Background: an optimization exercise with open tools, aiming at small area, a short achievable clock period and few clock cycles. Do not read the settings as production practice.
Only simulation tests tie the RTL to the original design; equivalence was not proved.

[config.mk]
export PLATFORM = sky130hd
export DESIGN_NAME = dwmac_lanes
export DESIGN_NICKNAME = dwmac_lanes
export VERILOG_FILES = /design/flow/design.v
export SDC_FILE = /design/flow/constraint.sdc
export NUM_CORES = 4
export LEC_CHECK = 0
export CAP_MARGIN = 20
export CORE_MARGIN = 2
export CORE_UTILIZATION = 40
export SLEW_MARGIN = 20
[constraint.sdc]
create_clock -name core_clock -period 27.0 [get_ports {clk}]
set_input_delay 5.4000 -clock core_clock [delete_from_list [all_inputs] [get_ports {clk}]]
set_output_delay 5.4000 -clock core_clock [all_outputs]
set_load 0.01 [all_outputs]
[design.v]
module dwmac_i2f (
    input  wire [31:0] a,
    output wire [31:0] f
);
    wire        sgn = a[31];
    wire [31:0] mag = sgn ? (~a + 32'd1) : a;
    reg  [5:0]  lz;
    integer     i;
    always @(*) begin
        lz = 6'd32;
        for (i = 0; i < 32; i = i + 1)
            if (mag[i]) lz = 6'd31 - i[5:0];
    end
    wire [31:0] norm  = mag << lz[4:0];
    wire [23:0] keep  = norm[31:8];
    wire        guard = norm[7];
    wire        stick = |norm[6:0];
    wire        rnd   = guard & (stick | keep[0]);
    wire [24:0] mant  = {1'b0, keep} + {24'd0, rnd};
    wire [7:0]  exp0  = 8'd158 - {2'b00, lz};    
    wire [7:0]  exp1  = mant[24] ? exp0 + 8'd1 : exp0;
    wire [22:0] frac  = mant[24] ? 23'd0 : mant[22:0];
    assign f = (mag == 32'd0) ? 32'd0 : {sgn, exp1, frac};
endmodule
module dwmac_fmul (
    input  wire [31:0] a,
    input  wire [31:0] b,
    output reg  [31:0] p,
    output wire        nan
);
    wire        sa = a[31], sb = b[31];
    wire [7:0]  ea = a[30:23], eb = b[30:23];
    wire [22:0] ma = a[22:0],  mb = b[22:0];
    wire a_nan  = (ea == 8'hff) && (ma != 23'd0);
    wire b_nan  = (eb == 8'hff) && (mb != 23'd0);
    wire a_inf  = (ea == 8'hff) && (ma == 23'd0);
    wire b_inf  = (eb == 8'hff) && (mb == 23'd0);
    wire a_zero = (ea == 8'h00);
    wire b_zero = (eb == 8'h00);
    assign nan = a_nan | b_nan | (a_inf & b_zero) | (b_inf & a_zero);
    wire inf   = a_inf | b_inf;
    wire zero  = a_zero | b_zero;
    wire sp    = sa ^ sb;
    wire [47:0] prod = {1'b1, ma} * {1'b1, mb};
    wire signed [10:0] esum = $signed({3'b000, ea}) + $signed({3'b000, eb}) - 11'sd127;
    wire [23:0] keep  = prod[47] ? prod[47:24] : prod[46:23];
    wire        guard = prod[47] ? prod[23]    : prod[22];
    wire        stick = prod[47] ? (|prod[22:0]) : (|prod[21:0]);
    wire        rnd   = guard & (stick | keep[0]);
    wire [24:0] mant  = {1'b0, keep} + {24'd0, rnd};
    wire signed [10:0] e1 = prod[47] ? esum + 11'sd1 : esum;
    wire signed [10:0] e2 = mant[24] ? e1 + 11'sd1 : e1;
    wire [22:0] frac = mant[24] ? 23'd0 : mant[22:0];
    always @(*) begin
        if (nan)
            p = 32'h7fc00000;
        else if (inf)
            p = {sp, 8'hff, 23'd0};
        else if (zero)
            p = {sp, 31'd0};
        else if (e2 >= 11'sd255)
            p = {sp, 8'hff, 23'd0};
        else if (e2 <= 11'sd0)
            p = {sp, 31'd0};
        else
            p = {sp, e2[7:0], frac};
    end
endmodule
module dwmac_f2u8 (
    input  wire [31:0] m,
    input  wire        nan,
    input  wire [7:0]  zp,
    output reg  [7:0]  q
);
    wire        sgn  = m[31];
    wire [7:0]  e    = m[30:23];
    wire [23:0] sig  = {1'b1, m[22:0]};
    wire [7:0]  sh8   = 8'd150 - e;
    wire [4:0]  sh    = sh8[4:0];
    wire [47:0] wide  = {sig, 24'd0} >> sh;
    wire [9:0]  ipart = wide[33:24];
    wire        guard = wide[23];
    wire        stick = |wide[22:0];
    wire        rnd   = guard & (stick | ipart[0]);
    wire [9:0]  r     = ipart + {9'd0, rnd};
    wire signed [11:0] v = (sgn ? -$signed({2'b00, r}) : $signed({2'b00, r}))
                           + $signed({4'd0, zp});
    always @(*) begin
        if (nan)
            q = 8'd0;
        else if (e >= 8'd136)              
            q = sgn ? 8'd0 : 8'd255;
        else if (e < 8'd126)               
            q = zp;
        else if (v < 12'sd0)
            q = 8'd0;
        else if (v > 12'sd255)
            q = 8'd255;
        else
            q = v[7:0];
    end
endmodule
module dwmac_req (
    input  wire [31:0] sum,
    input  wire [31:0] bias,
    input  wire [31:0] scale,
    input  wire [7:0]  zp,
    output wire [7:0]  q
);
    wire [31:0] t = sum + bias;
    wire [31:0] f;
    wire [31:0] m;
    wire        nan;
    dwmac_i2f  u_i2f  (.a(t), .f(f));
    dwmac_fmul u_fmul (.a(f), .b(scale), .p(m), .nan(nan));
    dwmac_f2u8 u_f2u8 (.m(m), .nan(nan), .zp(zp), .q(q));
endmodule
module dwmac_lanes (
    input  wire          clk,
    input  wire          rst,
    input  wire          in_valid,
    output wire          in_ready,
    input  wire          in_last,
    input  wire [31:0]   in_src,      
    input  wire [31:0]   in_wt,       
    input  wire [127:0]  in_bias,     
    input  wire [127:0]  in_scale,    
    input  wire [7:0]    in_zp,       
    output reg           out_valid,
    input  wire          out_ready,
    output reg  [31:0]   out_data     
);
    localparam W = 4;
    reg  [31:0] acc [0:W-1];
    reg         first;               
    reg         r_valid;
    reg  [31:0] r_sum   [0:W-1];
    reg  [31:0] r_bias  [0:W-1];
    reg  [31:0] r_scale [0:W-1];
    reg  [7:0]  r_zp;
    wire r_ready = !out_valid || out_ready;
    assign in_ready = !r_valid || r_ready;
    wire fire = in_valid && in_ready;
    wire [31:0] acc_next [0:W-1];
    wire [7:0]  q        [0:W-1];
    genvar g;
    generate
        for (g = 0; g < W; g = g + 1) begin : lane
            wire signed [8:0]  src_s = {1'b0, in_src[8*g +: 8]};
            wire signed [7:0]  wt_s  = in_wt[8*g +: 8];
            wire signed [16:0] prod  = src_s * wt_s;
            wire [31:0]        base  = first ? 32'd0 : acc[g];
            assign acc_next[g] = base + {{15{prod[16]}}, prod};
            dwmac_req u_req (
                .sum   (r_sum[g]),
                .bias  (r_bias[g]),
                .scale (r_scale[g]),
                .zp    (r_zp),
                .q     (q[g])
            );
        end
    endgenerate
    integer i;
    always @(posedge clk) begin
        if (rst) begin
            first <= 1'b1;
        end else if (fire) begin
            first <= in_last;
            for (i = 0; i < W; i = i + 1)
                acc[i] <= acc_next[i];
        end
    end
    always @(posedge clk) begin
        if (rst) begin
            r_valid <= 1'b0;
        end else if (fire && in_last) begin
            r_valid <= 1'b1;
        end else if (r_ready) begin
            r_valid <= 1'b0;
        end
    end
    always @(posedge clk) begin
        if (fire && in_last) begin
            for (i = 0; i < W; i = i + 1) begin
                r_sum[i]   <= acc_next[i];
                r_bias[i]  <= in_bias[32*i +: 32];
                r_scale[i] <= in_scale[32*i +: 32];
            end
            r_zp <= in_zp;
        end
    end
    always @(posedge clk) begin
        if (rst) begin
            out_valid <= 1'b0;
        end else if (r_ready) begin
            out_valid <= r_valid;
        end
    end
    always @(posedge clk) begin
        if (r_ready && r_valid) begin
            for (i = 0; i < W; i = i + 1)
                out_data[8*i +: 8] <= q[i];
        end
    end
endmodule
[run.sh]
#!/bin/bash
# synth_recipe.tcl (not shown) runs the flow's synth.tcl, then flattens the netlist and writes it again
# the make line also repeats each setting of config.mk as NAME=value (left out here)
make -C /OpenROAD-flow-scripts/flow DESIGN_CONFIG=/design/flow/config.mk WORK_HOME=/design/flow/orfs CLKGATE_MAP_FILE= SYNTH_SCRIPT=/design/flow/synth_recipe.tcl finish
==> run summary <==
==> layer usage <==
| layer | GRT usage | wire length (um) | up-vias |
|---|---|---|---|
| met5 | 0 | 13 | - |
| met4 | 0.1190 | 28310 | 2 |
| met3 | 0.03184 | 33510 | 993 |
| met2 | 0.4324 | 249300 | 5161 |
| met1 | 0.3370 | 224300 | 70340 |
| li1 | - | - | 65540 |
==> worst paths after layout <==
kind	end	slack (ns)	depth (start not counted)
worst max-delay path	out_data[15]$_SDFFCE_PP0P_	1.41	83
worst min-delay path	out_valid$_SDFFE_PP0P_	0.50	2
worst min register to register	out_valid$_SDFFE_PP0P_	0.50	2
worst max register to register	out_data[15]$_SDFFCE_PP0P_	1.41	83
==> cell usage after synthesis (72+ instances only) <==
cell type | number | share of area
nor3_1 | 524 | 0.016
and3_1 | 176 | 0.0069
clkbuf_1 | 628 | 0.015
nor2_1 | 1077 | 0.025
a21o_1 | 227 | 0.011
edfxtp_1 | 552 | 0.10
xnor2_1 | 625 | 0.034
inv_1 | 2762 | 0.065
a211oi_1 | 208 | 0.0098
o21bai_1 | 157 | 0.0074
o31ai_1 | 80 | 0.0038
buf_2 | 153 | 0.0048
fa_1 | 2092 | 0.26
nor2b_1 | 208 | 0.0082
nand2b_1 | 131 | 0.0051
nand3_1 | 395 | 0.012
or3_1 | 122 | 0.0048
nand2_1 | 2244 | 0.053
ha_1 | 1248 | 0.098
o21a_1 | 122 | 0.0057
xor2_1 | 257 | 0.014
nor4_1 | 196 | 0.0077
or2_2 | 78 | 0.0031
o211ai_1 | 175 | 0.0082
a211o_1 | 92 | 0.0050
nand4_1 | 187 | 0.0073
a21oi_1 | 821 | 0.026
mux2_2 | 74 | 0.0052
a31oi_1 | 156 | 0.0061
o21ai_0 | 559 | 0.018
mux2i_1 | 245 | 0.015
or4_1 | 72 | 0.0034
and2_1 | 828 | 0.032
o22ai_1 | 102 | 0.0040
==> timing repair <==
action | 4_1_cts | 5_1_grt
setup buffers | 0 | 4
resized for setup | 0 | 45
setup endpoints to repair | 0 | 28
==> per-stage QoR <==
step | cell area (um2) | instances | hold WS (ns) | setup WS [ns] | utilization
2_1_floorplan | 159600 | 19140 | 0.4548 | 4.227 | -
3_3_place_gp | 170300 | 24340 | 0.4876 | 1.567 | 0.4295
3_5_place_dp | 170400 | 24350 | 0.5045 | 1.309 | 0.4297
4_1_cts | 173000 | 24480 | 0.5106 | 1.200 | 0.4362
5_1_grt | 173400 | 24540 | 0.5471 | 0.01566 | 0.4374
6_report | 173400 | 24540 | 0.5049 | 1.405 | 0.4374
==> area by class of cell <==
class	instances	area, um2	share of cell area
multi-input cells	14950	129800	0.7487
flip-flops and latches	555	16640	0.09594
inverters	2781	10450	0.06026
repair buffers	825	7222	0.04164
well taps	5242	6559	0.03782
clock buffers	86	2024	0.01167
clock inverters	50	568.0	0.003275
diodes	51	127.6	0.0007358
==> flip-flops by register name, summed over array words and instances, names as in the netlist <==
register / count
out_data: 32
r_bias: 128
first: 1
r_scale: 128
r_sum: 128
r_valid: 1
out_valid: 1
acc: 128
r_zp: 8
==> worst reg2reg max path: cells and delay by family (launching register included) <==
family          cells  cell delay [ns]
fa+ha+maj          13             5.59
simple gates       21             4.80
compound gates     38            12.84
flops               1             0.48
mux                 2             0.63
buf+inv             9             1.09
==> cells by family (layout without fill, tap and decap cells) <==
| group | count (synthesis) | after routing | synth area share |
|---|---|---|---|
| fa+ha+maj | 3340 | 3340 | 0.3602 |
| other cells | 0 | 51 | 0 |
| flops | 555 | 555 | 0.1042 |
| compound gates | 3801 | 3802 | 0.1689 |
| simple gates | 6576 | 6577 | 0.2057 |
| xor+xnor | 891 | 891 | 0.04942 |
| mux | 342 | 342 | 0.02364 |
| buf+inv | 3637 | 3742 | 0.08793 |
==> run summary <==
status complete, no violations; RSZ-0062 raised after global routing false; All-Layer GR Usage 0.2599; initial antenna violation count 20; # IOs 367; mean area per synthesized cell between 8 and 9 um2; CP Data Arrival Time 26.27 ns; vias in the first global route between 100k and 150k; die area roughly 400000 um2; Worst path top cell family by delay compound AO/OA/AOI/OAI gates; Die Y 635.7 um; insertion delay to the later sink of the worst-skew pair about 0.87 ns; via count 142000; Root Driver clkbuf_16; Post-DRT Antenna Nets 0; # hold bufs at CTS 0; critical path's slowest cell o32ai_1; CTS tree yes; WL/cell 21.82 um; CP Capture Type register; Placer Congestion about 1; Clk pin slew, worst setup/hold paths around 0.06 ns; Max Cap Violations 0; Critical Path Max Stage Delay between 0.8 and 0.9 ns; TNS Setup 0 ns; RR Startpoint r_bias[1][16]$_DFFE_PP_; Fin Clk Skew approximately 0.11 ns; Worst Path Class, Setup register to register; Synth async-reset ratio 0; Worst Path Max Fanout 45; Initial Util 0.4026; CTS sink cnt 555; clock buffer count from CTS 80; ratio of cells with drive above 1 in the final layout 0.06255; Top FF cell, synth edfxtp_1; Core ar. a little under 400000 um2; Required @ worst endpoint approximately 28 ns; commonest non-fill, non-tap cell in the layout inv_1; syn_nets 22820; number of synthesized flops with an enable pin about 550; commonest non-fill, non-tap cells in the layout inv_1, nand2_1, fa_1; total global routing overflow 0; First DRT Iteration DRCs between 10000 and 15000; DP HPWL around 430000 um; Net count, final roughly 23000; slew margin rel. 0.2405; largest net degree at the start of global routing between 70 and 80; PortBufs 366; # fillers a little under 40000; Crit path buffers/inverters 9; Yosys reg bits between 500 and 600; critical path startpoint r_bias[1][16]$_DFFE_PP_; Residual DRC 0; P&R area growth vs syn 8.647%; FP Rows around 230; post-synth cell types roughly 160; CP startpoint kind register; Final Hold Fails 0; Vias/cell 5.787; final WL between 500000 and 600000 um; Cell Area, Synth 159600 um2; Final min period roughly 26 ns; die width 635.7 um; Hold Crit Class register to register; Syn Inst Count 19140; CTS H-Tree Depth 3; Worst Max-Slew Pin Slew 1.129 ns; fin crit share 0.9479; max frequency 39.07 MHz; first-pass GRT wire length about 840000 um; post-synthesis sequential area ratio 0.1042; Slew Limit Fails 0; Bufs on Longest Clock Path 4; hold path start r_valid$_SDFFE_PP0P_; final setup violation count 0; yosys warns 12; DRT Pass-1 Iters 7
Testbench counts, summed over its fixed seeds: cycles 32,642.

-- port drivers added, routing unchanged --
The flow's constraints put no driver on any port. The routed layout listed below was extracted and timed again, unchanged, in two steps. Step 1 sets driving cells, clkbuf_16 on the clock port and buf_2 on the other inputs (assumed; they add their load-dependent delay and slew). Step 2, shift: input delay + t, output delay - t, t = (earliest + latest rising clock arrival at the registers) / 2. This alone moves slack from input paths to output paths. Slacks: no drivers / after step 1 / after step 2; pairs: no drivers / after step 1.
t, ns: 0.929
setup WS [ns]: 1.405 / 1.405 / 1.405
pins driven straight from the clock port: 1
After both steps setup and hold are still met in this run. For this run, drivers alone change the setup slack by 0.000 ns; drivers and shift together by 0.000 ns.
